From an optimization exercise on the open Yosys and OpenROAD flow, aimed at small area, a short achievable clock period and few clock cycles per item; shortcuts taken in it are not production practice.
The RTL was checked by simulation tests, not by an equivalence proof against the original design.

==> flow/design.v, too long to show whole: its modules and the start of the top module <==
// module nco_waveform: 2237 lines
// module fa_cell: 4 lines
// module ha_cell: 4 lines
module nco_waveform (
    input  wire        clk,
    input  wire        rst,         
    input  wire        in_valid,
    output wire        in_ready,
    input  wire [31:0] p_in,
    input  wire [31:0] gain_in,
    input  wire [2:0]  wave_in,
    input  wire [31:0] rng_in,
    output reg         out_valid,
    output reg  [31:0] y_out,
    output reg  [31:0] rng_out
);
  // ...
==> flow/run.sh <==
#!/bin/bash
# synth_recipe.tcl (not shown) runs the flow's synth.tcl, then flattens the netlist and writes it again
# the make line also repeats each setting of config.mk as NAME=value (left out here)
make -C /OpenROAD-flow-scripts/flow DESIGN_CONFIG=/design/flow/config.mk WORK_HOME=/design/flow/orfs CLKGATE_MAP_FILE= SYNTH_SCRIPT=/design/flow/synth_recipe.tcl finish
==> flow/config.mk <==
export PLATFORM = sky130hd
export DESIGN_NAME = nco_waveform
export DESIGN_NICKNAME = nco_waveform
export VERILOG_FILES = /design/flow/design.v
export SDC_FILE = /design/flow/constraint.sdc
export NUM_CORES = 4
export LEC_CHECK = 0
export CAP_MARGIN = 50
export CORE_MARGIN = 2
export CORE_UTILIZATION = 50
export CTS_CLUSTER_DIAMETER = 100
export CTS_CLUSTER_SIZE = 30
export SLEW_MARGIN = 70
export SYNTH_HIERARCHICAL = 1
==> flow/constraint.sdc <==
create_clock -name core_clock -period 22.0 [get_ports {clk}]
set_input_delay 4.4000 -clock core_clock [delete_from_list [all_inputs] [get_ports {clk}]]
set_output_delay 4.4000 -clock core_clock [all_outputs]
set_load 0.01 [all_outputs]
==> out/qor.csv, run 1 <==
stage,metric,value,unit
die,die width,311.3,µm
setup_path,crit end category,flip-flop,
drt,met1 WL,51580,µm
run_status,status,no timing/DRC/antenna violations,
setup_path,crit-path cells,fa_2 > fa_1 > a21o_1 > a21oi_1 > o21bai_1 > a21oi_1 > o21ai_2 > a311oi_1 > xnor2_1 > buf_4 > fa_1 > fa_1 > fa_1 > fa_1 > ha_1 > o21ai_0 > nand2b_1 > a221oi_1 > xnor2_1,
die,site row count,112,
cells_and_area,sequential cell count,703,
timing,period utilisation layout,27.96,%
grt,total congestion overflow,0,
grt,Total GRT Usage,26.60,%
setup_path,critical path depth,19,
drt,Max Used Layer,met4,
die,Die Footprint,96880,µm²
synth,synth top area cells,"dfxtp_1 (30%), fa_1 (28%), nand2_1 (6.1%), ha_1 (5.9%), xnor2_1 (2.7%)",
setup_path,"CP delay by family, top",adder cells,
cells_and_area,"most common cell after layout, fill and taps aside",nand2_1,
place,Placer Congestion,0.9586,
grt,met2 usage in global routing,44.83,%
worst_hold_path,hold depth,0,
drt,total iterations of the first detailed-routing run,8,
setup_path,worst setup path endpoint,c2,
cells_and_area,"Design Area, Final",52670,µm²
setup_path,startpoint type of the worst setup path,flip-flop,
place,DP HPWL,95150,µm
drt,met3 WL,8802,µm
cells_and_area,Largest cell class,multi-input combinational cells,
cells_and_area,multi-input combinational area share,61.11,%
Testbench counts, summed over its fixed seeds: cycles 3,256, items 3,200.
==> run 2: changes to the inputs <==
==> flow/flow/run.sh (new file) <==
#!/bin/bash
# Layout: the standard flow (standard.sh, all steps unchanged), with the input and
# output port buffers that placement inserts made from sky130_fd_sc_hd__buf_2 cells.
# The make output goes to standard.log; ORFS's own per-step logs stay under orfs/logs/.
set -euo pipefail
export BUFFER_PORTS_ARGS="-buffer_cell sky130_fd_sc_hd__buf_2"
bash standard.sh finish > standard.log 2>&1
==> flow/standard.sh (new file) <==
#!/bin/bash
# synth_recipe.tcl (not shown) runs the flow's synth.tcl, then flattens the netlist and writes it again
# the make line also repeats each setting of config.mk as NAME=value (left out here)
make -C /OpenROAD-flow-scripts/flow DESIGN_CONFIG=/design/flow/config.mk WORK_HOME=/design/flow/orfs CLKGATE_MAP_FILE= SYNTH_SCRIPT=/design/flow/synth_recipe.tcl "${@:-finish}"
removed: flow/run.sh
==> run 2 against run 1 <==
Global-route usage decreased by 0.11 points. Worst hold slack barely moved. Worst setup slack better by 0.090 ns. Critical path depth unchanged. Critical endpoint unchanged. Largest cell class unchanged.
==> out/qor.csv, run 2 <==
stage,metric,value,unit,change
timing,Setup Skew,0.04318,ns,was 0.03082 ns
die,overall die height,311.3,µm,unchanged
cells_and_area,Layout area overhead,10.10,%,was 11.57%
setup_path,CP startpoint,a1[13],,unchanged
cts,root buf cell,clkbuf_16,,unchanged
drt,total wire length,127000,µm,"was 128,400 µm"
place,Buffers on Ports,165,,unchanged
synth,synth top area cells,"dfxtp_1 (30%), fa_1 (28%), nand2_1 (6.1%), ha_1 (5.9%), xnor2_1 (2.7%)",,unchanged
cells_and_area,final std cells w/o fill,6011,,"was 6,006"
cells_and_area,"Design Area, Final",51970,µm²,"was 52,670 µm²"
setup_path,Reg-to-Reg End,c2,,unchanged
setup_path,startpoint type of the worst setup path,flip-flop,,unchanged
timing,final worst slack,15.94,ns,was 15.85 ns
synth,Post-Syn Instances,4690,,unchanged
synth,Mapped Area,47200,µm²,unchanged
synth,top_reg_cell synth,dfxtp_1,,unchanged
drt,Via density,5.667,,was 5.727
job,number of max-cap violations,0,,unchanged
synth,fraction of registers with async set or reset after synthesis,0,%,unchanged
drt,drt initial violations,2610,,"was 2,751"
synth,post-synth cell types,91,,unchanged
timing,RSZ-0062 raised after global routing,false,,unchanged
synth,Yosys warnings,7,,unchanged
timing,Final min period,6.060,ns,was 6.150 ns
synth,most common cell in the netlist,nand2_1,,unchanged
place,placed standard-cell area,50380,µm²,"was 51,180 µm²"
grt,largest net degree at the start of global routing,49,,unchanged
run_status,status,no timing/DRC/antenna violations,,unchanged
synth,Seq cells post-synth,703,,unchanged
grt,total congestion overflow,0,,unchanged
synth,"Seq/Total Area, Yosys",29.81,%,unchanged
timing,final setup fails,0,,unchanged
setup_path,R2R Setup Slk,15.94,ns,was 15.85 ns
timing,Fmax,0.1650,GHz,was 0.1626 GHz
cts,CTS sink cnt,703,,unchanged
synth,average cell area after synthesis,10.06,µm²,unchanged
drt,Routed Antenna Nets,0,,unchanged
grt,vias in the first global route,35040,,"was 35,160"
cts,CTS clock-pin slew for the worst setup and hold paths,0.10,ns,was 0.11 ns
setup_path,worst r2r path cells,19,,unchanged
cts,cts repair resizes,0,,unchanged
cts,# Post-CTS Setup Buffers,0,,unchanged
timing,period utilisation layout,27.54,%,was 27.96%
timing,Max Slew Vio Count,0,,unchanged
synth,Syn Nets,5672,,unchanged
cts,CTS tree,done,,unchanged
place,dpl ws,15.86,ns,was 15.84 ns
die,site row count,112,,unchanged
worst_hold_path,Worst Hold Class,flip-flop to flip-flop,,unchanged
drt,Routed WL per cell,21.13,µm,was 21.38 µm
grt,first-pass GRT wire length,200600,µm,"was 201,200 µm"
die,die width,311.3,µm,unchanged
die,Initial Util,50.50,%,unchanged
cells_and_area,final net count,5721,,"was 5,716"
drt,DR vias,34060,,"was 34,400"
timing,setup TNS,0,ns,unchanged
place,dpl cells,5951,,"was 5,948"
die,Die Footprint,96880,µm²,unchanged
synth,cell taking the most area after synthesis,dfxtp_1,,unchanged
setup_path,"Max FO, Critical Path",4,,unchanged
setup_path,kind of critical path,flip-flop to flip-flop,,unchanged
setup_path,worst setup path endpoint,c2,,unchanged
setup_path,crit end category,flip-flop,,unchanged
place,Placer Congestion,0.9231,,was 0.9586
synth,commonest cells in the netlist,"nand2_1 (765), dfxtp_1 (703), fa_1 (659)",,unchanged
worst_hold_path,hold depth,0,,unchanged
drt,total iterations of the first detailed-routing run,6,,was 8
synth,"EDFF count, synth",0,,unchanged
cells_and_area,most frequent cells in the layout,"nand2_1 (764), fa_1 (657), dfxtp_1 (644)",,"was nand2_1 (764), fa_1 (658), dfxtp_1 (642)"
die,Placeable Area,93470,µm²,unchanged
timing,final hold vios,0,,unchanged
cts,H-tree depth,2,,unchanged
setup_path,critical path arrival,6.62,ns,was 6.69 ns
cts,clock buffer depth,3,,unchanged
grt,initial antenna violation count,0,,was 2
setup_path,"Req. time, crit path",22.56,ns,was 22.54 ns
cells_and_area,share of layout cells above drive strength 1,12.34,%,was 8.863%
drt,# DRC,0,,unchanged
cts,Skew-Pair Late Insertion Delay,0.66,ns,was 0.62 ns
synth,Synth top area share,29.81,%,unchanged
cells_and_area,"most common cell after layout, fill and taps aside",nand2_1,,unchanged
cells_and_area,diode count,0,,was 2
cts,Num CTS Buffers,36,,was 35
place,DP HPWL,93750,µm,"was 95,150 µm"
setup_path,Crit Reg-Reg Startpoint,a1[13],,unchanged
grt,Total GRT Usage,26.49,%,was 26.60%
cts,hold-fix buffers at CTS,0,,unchanged
die,I/O pins,168,,unchanged
## run 2: area by class of cell
class	instances	area, µm²
fillers	8268	41500
flip-flops and latches	703	14180
repair buffers	284	2037
clock inverters	16	291.5
clock buffers	40	947.2
multi-input cells	3507	32160
well taps	1254	1569
inverters	207	785.8
## run 2: per-stage QoR
step	util [%]	hold slack, ns
floorplan	-	0.3096
global placement	52.44	0.3098
detailed placement	53.90	0.3118
CTS	55.23	0.3290
global route	55.60	0.3359
finish	55.60	0.3272
## run 2: cell families (layout without fill, tap and decap cells)
| family | count (synthesis) | in the layout | synth area share [%] |
|---|---|---|---|
| simple gates | 1517 | 1517 | 14.47 |
| fa+ha+maj | 881 | 881 | 33.83 |
| compound gates | 741 | 741 | 10.12 |
| flops | 703 | 703 | 29.81 |
| buf+inv | 480 | 547 | 3.944 |
| xor+xnor | 213 | 213 | 4.047 |
| mux | 154 | 154 | 3.769 |
| other cells | 1 | 1 | 0.007944 |
## run 2: critical path: stages, from the launching register on
cell and delay [ns]:
dfxtp_1 0.40, fa_2 0.44, fa_2 0.38, a21o_1 0.20, a21oi_1 0.27, o21bai_1 0.12
a21oi_1 0.33, o21ai_2 0.18, a311oi_1 0.34, xnor2_1 0.11, buf_4 0.18, fa_1 0.51
fa_1 0.53, fa_1 0.53, fa_1 0.50, ha_1 0.29, o21ai_0 0.08, nand2b_1 0.07
a221oi_1 0.34, xnor2_1 0.16
## run 2: how the worst min path moves through the flow
stage | from | end | slack, ns
4_1_cts | g2[6] | g3[6] | 0.33
3_3_place_gp | r2[22] | r3[22] | 0.31
2_1_floorplan | s_evb1[0] | evb2[0] | 0.31
6_report | g2[6] | g3[6] | 0.33
5_1_grt | g2[4] | g3[4] | 0.34
3_5_place_dp | g2[12] | g3[12] | 0.31
## run 2: layer usage
layer	track usage, %	share of wire [%]	up-vias	wire, µm
li1	-	-	15740	-
met2	43.81	48	1321	60690
met4	10.49	4.5	0	5773
met5	0	0	-	0
met1	34.50	40	16670	51400
met3	4.812	7.2	323	9158
## run 2: Yosys stat by module (local to each module, per instance)
module / cells / flops+latches / cell area, µm² / times used
nco_waveform: 4011 / 703 / 33850 / 1
ha_cell: 1 / 0 / 12.51 / 32
fa_cell: 1 / 0 / 20.02 / 647

==> what the ideal ports hide <==
The flow's constraints put no driver on any port. The routed layouts listed below were extracted and timed again, unchanged, in two steps.
Step 1 assumes that a clkbuf_16 drives the clock port and a buf_2 every other input.
Step 2, shift: input delay + t, output delay - t, t = (earliest + latest rising clock arrival at the registers) / 2. This alone moves slack from input paths to output paths.
Slacks: no drivers / after step 1 / after step 2; pairs: no drivers / after step 1.
| run | shift t [ns] | setup WS [ns] | worst setup path after step 2 | latest minus earliest clock arrival (ns) | cell pins on the clock port's net |
|---|---|---|---|---|---|
| run 1 | 0.683 | 15.850 / 15.850 / 15.850 | register to register | 0.042 / 0.042 | 1 |
| run 2 | 0.702 | 15.940 / 15.940 / 15.940 | register to register | 0.050 / 0.051 | 1 |
After both steps setup and hold are still met in every run listed.
